Context: an optimization exercise on an open-source flow, tuned for small area, a short achievable clock period and few clock cycles. The choices shown serve that exercise and are no tape-out recipe. Function was checked by simulation only, so behaviour that the tests miss may differ from the original.

==> xenon <==
## mbcore
module mbcore (
    input  wire        clk,
    input  wire        rst,           
    input  wire        req_valid,
    input  wire        req_write,
    input  wire        req_wide,      
    input  wire [23:0] req_addr,
    input  wire [31:0] req_wdata,
    output wire        rsp_valid,
    output wire [31:0] rsp_rdata,
    output wire        rsp_err
);
clock: 10.0 ns
lec_check: 0
cap_margin: 30
core_margin: 2
core_utilization: 40
cts_buf_list: sky130_fd_sc_hd__clkbuf_8
cts_cluster_diameter: 60
cts_cluster_size: 15
place_density: 0.7
setup_slack_margin: 4.8
slew_margin: 30
tns_end_percent: 10
standard.sh (not shown) runs the stock make flow with config.mk's settings and CLKGATE_MAP_FILE= SYNTH_SCRIPT=/design/flow/synth_recipe.tcl, a recipe that flattens the netlist after the stock synthesis.
==> flow/flow/run.sh <==
#!/bin/bash
# The standard layout (bash standard.sh), with three changes to how it is made:
# - the port buffers are buf_4 (the default pick, clkdlybuf4s50_1, is a slow delay cell);
# - timing repair does not clone gates (clones have left max-slew violations);
# - after global routing, repair_design runs once more to fix any max-slew or
#   max-capacitance violation that timing repair left (flow/post_grt.tcl).
set -euo pipefail
export BUFFER_PORTS_ARGS="-buffer_cell sky130_fd_sc_hd__buf_4"
export SKIP_GATE_CLONING=1
export POST_GLOBAL_ROUTE_TCL="$PWD/flow/post_grt.tcl"
bash standard.sh > standard_flow.log 2>&1
==> flow/flow/post_grt.tcl <==
# After global routing's timing repair: fix any max-slew / max-capacitance
# violation that repair left, then legalise and reroute the nets it touched.
puts "post_grt: repair_design after timing repair"
estimate_parasitics -global_routing
repair_design -slew_margin 30 -cap_margin 30 -verbose
global_route -start_incremental
detailed_placement
global_route -end_incremental
estimate_parasitics -global_routing
report_check_types -max_slew -max_capacitance -violators
==> inputs of lagoon, as changes to xenon <==
--- a/flow/design.v
+++ b/flow/design.v
@@ -46,17 +46,16 @@
     reg [4:0]  p_idx;
     reg        p_win;              
     reg [1:0]  p_boff;             
     reg [31:0] d;
     reg [7:0]  db;                 
     reg        s_ok;               
     reg [1:0]  s_rgn;
     reg [4:0]  s_idx;
-    reg [4:0]  s_oidx;             
     reg        sl_pend;            
     reg        sl_err, sl_wr, sl_wide;
     reg        sl_noresp;          
     reg [1:0]  sl_bsel;
     reg        resp_q, err_q;
     reg        busy;
     reg [4:0]  cur, last;
     wire f_mid0  = (req_addr[19:7] == 13'd0);
@@ -124,38 +123,24 @@
     wire [7:0] n  = in_len[7:0];           
     wire [31:0] nx_len = (acc_reg && (acc_idx == 5'd5)) ? acc_dat : in_len;
     wire [7:0]  nx_fc  = (acc_reg && (acc_idx == 5'd4)) ? acc_dat[7:0] : hin1[7:0];
     wire [7:0]  nx_n   = nx_len[7:0];
     wire        nx_big = (nx_len[31:8] != 24'd0) || (nx_len[7] && (nx_len[6:0] != 7'd0));
     wire        nx_multi = (nx_fc == 8'h0F) || (nx_fc == 8'h10);
     wire        nx_sup   = (nx_fc == 8'h01) || (nx_fc == 8'h02) || (nx_fc == 8'h03) || (nx_fc == 8'h04) ||
                            (nx_fc == 8'h05) || (nx_fc == 8'h06) || nx_multi;
-    wire [127:0] pk_badb;                 
-    reg  [32:0]  pk_pre;                  
-    reg  [127:0] pk_tab;                  
-    genvar gb;
-    generate
-        for (gb = 0; gb < 128; gb = gb + 1) begin : g_badb
-            assign pk_badb[gb] = (in_w[gb / 4][31 - 8 * (gb % 4) -: 7] != 7'd0);
-        end
-    endgenerate
+    reg  pack_bad;
     integer k;
     always @(*) begin
-        pk_pre[0] = 1'b0;
-        for (k = 0; k < 32; k = k + 1)
-            pk_pre[k + 1] = pk_pre[k] | (|pk_badb[4 * k +: 4]);
-        for (k = 0; k < 32; k = k + 1) begin
-            pk_tab[4 * k]     = pk_pre[k];
-            pk_tab[4 * k + 1] = pk_pre[k] | pk_badb[4 * k];
-            pk_tab[4 * k + 2] = pk_pre[k] | pk_badb[4 * k] | pk_badb[4 * k + 1];
-            pk_tab[4 * k + 3] = pk_pre[k] | pk_badb[4 * k] | pk_badb[4 * k + 1] | pk_badb[4 * k + 2];
-        end
+        pack_bad = 1'b0;
+        for (k = 0; k < 128; k = k + 1)
+            if ((k < nx_n) && (in_w[k / 4][31 - 8 * (k % 4) -: 7] != 7'd0))
+                pack_bad = 1'b1;
     end
-    wire pack_bad = nx_n[7] ? pk_pre[32] : pk_tab[nx_n[6:0]];
     reg q_big, q_pack_bad, q_dec_bad, q_unpks_big, q_enc_big, q_vshort, q_fc7;
     always @(posedge clk) begin
         fresh_q     <= !acc_in && !rst;
         q_big       <= nx_big;
         q_pack_bad  <= pack_bad;
         q_dec_bad   <= (nx_n < 8'd8) || ({9'd0, nx_n} < {1'b0, in_w[1][31:16]} + 17'd6);
         q_unpks_big <= (nx_n > 8'd16);
         q_enc_big   <= (nx_n > 8'd120);
@@ -173,44 +158,38 @@
     wire [7:0]  in4 = in_w[1][31:24];
     wire [15:0] dec_l   = in_w[1][31:16];
     wire [6:0]  dec_d   = (dec_l >= 16'd2) ? dec_l[6:0] - 7'd2 : 7'd0;    
     wire [7:0] fc          = hin1[7:0];
     wire       exb_badcode = (c_x < 8'd1) || (c_x > 8'd3);
     wire [15:0] v_wa     = {in0, in1};
     wire [15:0] v_q      = {in2, in3};
     wire [7:0]  v_bc     = in4;
-    wire [16:0] v_end    = {1'b0, v_wa} + {1'b0, v_q};           
-    wire        v_payload = ({1'b0, n} >= 9'd5 + {1'b0, v_bc});
-    wire [15:0] v_bc_coils = (v_q + 16'd7) >> 3;
-    wire        v_q249   = (v_q >= 16'd1) && (v_q <= 16'd249);
-    reg vq_start, vq_range, vq_12, vq_34, vq_5, vq_f, vq_10;
-    always @(posedge clk) begin
-        vq_start <= (v_wa <= 16'd248);
-        vq_range <= (v_wa <= 16'd248) && (v_end >= 17'd1) && (v_end <= 17'd249);
-        vq_12    <= v_q249;
-        vq_34    <= (v_q >= 16'd1) && (v_q <= 16'd125);
-        vq_5     <= (v_q == 16'h0000) || (v_q == 16'hFF00);
-        vq_f     <= v_q249 && ({8'd0, v_bc} == v_bc_coils) && v_payload;
-        vq_10    <= (v_q >= 16'd1) && (v_q <= 16'd123) && ({8'd0, v_bc} == {v_q[14:0], 1'b0}) && v_payload;
-    end
+    wire [16:0] v_start  = {1'b0, v_wa} + 17'd1;
+    wire [17:0] v_end    = {1'b0, v_start} + {2'b00, v_q} - 18'd1;
     wire        v_multi  = (fc == 8'h0F) || (fc == 8'h10);
     wire        v_supported = (fc == 8'h01) || (fc == 8'h02) || (fc == 8'h03) || (fc == 8'h04) ||
                               (fc == 8'h05) || (fc == 8'h06) || v_multi;
+    wire        v_start_ok = (v_start <= 17'd249);
+    wire        v_range_ok = v_start_ok && (v_end >= 18'd1) && (v_end <= 18'd249);
     wire        v_single = (fc == 8'h05) || (fc == 8'h06);
-    wire        v_addr_ok = v_single ? vq_start : vq_range;
+    wire        v_addr_ok = v_single ? v_start_ok : v_range_ok;
+    wire        v_payload = ({1'b0, n} >= 9'd5 + {1'b0, v_bc});
+    wire [15:0] v_bc_coils = (v_q + 16'd7) >> 3;
     reg         v_value_ok;
     always @(*) begin
         case (fc)
-            8'h01, 8'h02: v_value_ok = vq_12;
-            8'h03, 8'h04: v_value_ok = vq_34;
-            8'h05:        v_value_ok = vq_5;
+            8'h01, 8'h02: v_value_ok = (v_q >= 16'd1) && (v_q <= 16'd249);
+            8'h03, 8'h04: v_value_ok = (v_q >= 16'd1) && (v_q <= 16'd125);
+            8'h05:        v_value_ok = (v_q == 16'h0000) || (v_q == 16'hFF00);
             8'h06:        v_value_ok = 1'b1;
-            8'h0F:        v_value_ok = vq_f;
-            8'h10:        v_value_ok = vq_10;
+            8'h0F:        v_value_ok = (v_q >= 16'd1) && (v_q <= 16'd249) &&
+                                       ({8'd0, v_bc} == v_bc_coils) && v_payload;
+            8'h10:        v_value_ok = (v_q >= 16'd1) && (v_q <= 16'd123) &&
+                                       ({8'd0, v_bc} == {v_q[14:0], 1'b0}) && (v_q[15] == 1'b0) && v_payload;
             default:      v_value_ok = 1'b0;
         endcase
     end
     wire [1:0]  v_verdict = !v_supported ? 2'd1 :
                             !v_addr_ok   ? 2'd2 :
                             !v_value_ok  ? 2'd3 : 2'd0;
     wire [2:0] s_bfw    = bfw_ovf ? ST_ENC_OVF : ST_OK;
     wire       ok_pack  = !q_big && !q_pack_bad;
@@ -366,21 +345,18 @@
                 e_pos = (w >= 5'd30) ? w - 5'd30 : w + 5'd2;
             else if (e_bfw)
                 e_pos = (w == 5'd31) ? 5'd0 : 5'd1;
             else
                 e_pos = w;
         end
     endfunction
     wire       s_h   = (s_rgn == RG_REG) && ((s_idx == 5'd8) || (s_idx == 5'd9));
-    wire [4:0] out_ra = s_oidx;
-    function [4:0] oidx(input [1:0] rg, input [4:0] ix);
-        oidx = (rg == RG_OUT) ? ix :
-               ((ix == 5'd8) || (ix == 5'd9)) ? {{4{h_mode == H_HI}}, (ix == 5'd9)} : 5'd31;
-    endfunction
+    wire [4:0] out_ra = (s_rgn == RG_OUT) ? s_idx :
+                        s_h ? {{4{h_mode == H_HI}}, (s_idx == 5'd9)} : 5'd31;
     wire [31:0] out_rd_m = out_w[out_ra];
     wire [31:0] out_rd = (wv_q && (wi_q2 == out_ra)) ? wbus_q : out_rd_m;
     reg [31:0] r_val;
     always @(*) begin
         case (r_mode)
             R_WFB:   r_val = {16'd0, cw[31:16]};
             R_BFW:   r_val = busy ? e_sum : out_rd;
             R_LEN:   r_val = {24'd0, out_len};
@@ -480,17 +456,17 @@
             pv <= 1'b0; s_ok <= 1'b0;
             sl_pend <= 1'b0; sl_noresp <= 1'b0; resp_q <= 1'b0; err_q <= 1'b0;
         end else begin
             resp_q <= 1'b0;
             err_q  <= 1'b0;
             if (exec) begin
                 pv <= 1'b1; p_rgn <= RG_REG; p_idx <= 5'd6; p_win <= 1'b0; p_boff <= 2'd0;
                 d  <= {29'd0, st_n};
-                s_ok <= 1'b1; s_rgn <= RG_REG; s_idx <= 5'd7; s_oidx <= 5'd31;
+                s_ok <= 1'b1; s_rgn <= RG_REG; s_idx <= 5'd7;
             end else if (acc_en) begin
                 pv <= 1'b0;
             end
             if (sl_wx) begin
                 sl_pend <= 1'b0;
                 resp_q  <= !sl_noresp;
             end
             if (defer) begin
@@ -509,17 +485,16 @@
                 sl_pend <= 1'b1;
                 sl_noresp <= 1'b0;
                 sl_err  <= !f_ok;
                 sl_wr   <= req_write;
                 sl_wide <= req_wide;
                 sl_bsel <= req_addr[1:0];
                 s_rgn   <= req_addr[21:20];
                 s_idx   <= req_addr[6:2];
-                s_oidx  <= oidx(req_addr[21:20], req_addr[6:2]);
                 d       <= req_wdata;
             end else if (sl_pend && !resp_q && sl_err) begin
                 sl_pend <= 1'b0;
                 resp_q  <= 1'b1;
                 err_q   <= 1'b1;
                 d       <= 32'd0;
             end else if (sl_rx && !s_inwait) begin
                 sl_pend <= 1'b0;
@@ -533,17 +508,17 @@
                     2'd1: db <= d[15:8];
                     default: db <= d[7:0];
                 endcase
             end else if (adv) begin
                 pv    <= s_ok && !s_conflict && (s_rgn != RG_IN);
                 p_rgn <= s_rgn; p_idx <= s_idx; p_win <= (s_rgn != RG_REG); p_boff <= 2'd0;
                 d     <= s_val;
                 db    <= s_val[31:24];
-                s_ok  <= sn_ok; s_rgn <= sn_rgn; s_idx <= sn_idx; s_oidx <= oidx(sn_rgn, sn_idx);
+                s_ok  <= sn_ok; s_rgn <= sn_rgn; s_idx <= sn_idx;
             end
         end
     end
     generate
         for (g = 0; g < 32; g = g + 1) begin : g_in
             genvar h;
             for (h = 0; h < 4; h = h + 1) begin : g_b
                 reg  [7:0] q;
==> flow/flow/run.sh (replaced) <==
#!/bin/bash
# The standard layout (bash standard.sh), with two changes to how it is made:
# - the port buffers are buf_4 (the default pick, clkdlybuf4s50_1, is a slow delay cell);
# - timing repair does not clone gates (clones have left max-slew violations).
set -euo pipefail
export BUFFER_PORTS_ARGS="-buffer_cell sky130_fd_sc_hd__buf_4"
export SKIP_GATE_CLONING=1
bash standard.sh > standard_flow.log 2>&1
Settings changed: CAP_MARGIN 30 to 20, CTS_CLUSTER_DIAMETER 60 to 50, CTS_CLUSTER_SIZE 15 to 12, PLACE_DENSITY 0.7 to default, SETUP_SLACK_MARGIN 4.8 to 5.0, SLEW_MARGIN 30 to 20.
removed: flow/flow/post_grt.tcl
==> qor summary <==
                                                                        xenon       lagoon
Status                                               timing/DRC/antenna clean  timing/DRC/antenna clean
Total number of tap cells                                                3533         3570
Total length of routed met2 wires                                      230 mm       262 mm
Worst Clk Skew                                                       0.125 ns     0.103 ns
Maximum number of pins on one net before global-route repair              174           87
CP Launch Type                                                      input pin    flip-flop
Hold Path Origin                                                    sl_noresp      wi_q[1]
Type of the worst setup path                                           in2reg      reg2reg
Cell Area, Synth                                                  0.107 sq mm  0.109 sq mm
Clk tree area frac                                                      3.35%        4.81%
Core Util, Final                                                        44.4%        45.9%
Num Clock Sinks                                                          2406         2394
Number of DRC markers after the initial detailed-route iteration        17194        16391
Post-detailed-placement cell area                                 0.113 sq mm  0.117 sq mm
Testbench counts of xenon, summed over its fixed seeds: cycles 16,227.
Testbench counts of lagoon, summed over its fixed seeds: cycles 16,227.

==> separate check: timing with driven ports <==
The flow's constraints put no driver on any port. The routed layouts listed below were extracted and timed again, unchanged, in two steps.
Step 1 assumes that a clkbuf_16 drives the clock port and a buf_2 every other input.
Step 2 moves the port delays by t, midway between the first and last clock arrival at a register: inputs arrive t later, outputs are due t later. That takes back most of the time a late clock gives input paths.
Slacks: ideal / step 1 / step 2; pairs: ideal / step 1.
| run | t (ns) | slack for setup (ns) | hold slack, ns | worst register clock-pin slew, ns |
|---|---|---|---|---|
| xenon | 1.163 | 4.442 / 4.456 / 3.339 | 0.489 / 0.489 / 0.489 | 0.11 / 0.11 |
| lagoon | 1.198 | 4.528 / 4.528 / 3.586 | 0.326 / 0.326 / 0.326 | 0.09 / 0.09 |
After both steps every run listed still meets setup and hold. The setup slack of xenon, which loses most, moves by +0.014 ns with the drivers and by -1.103 ns with both steps.
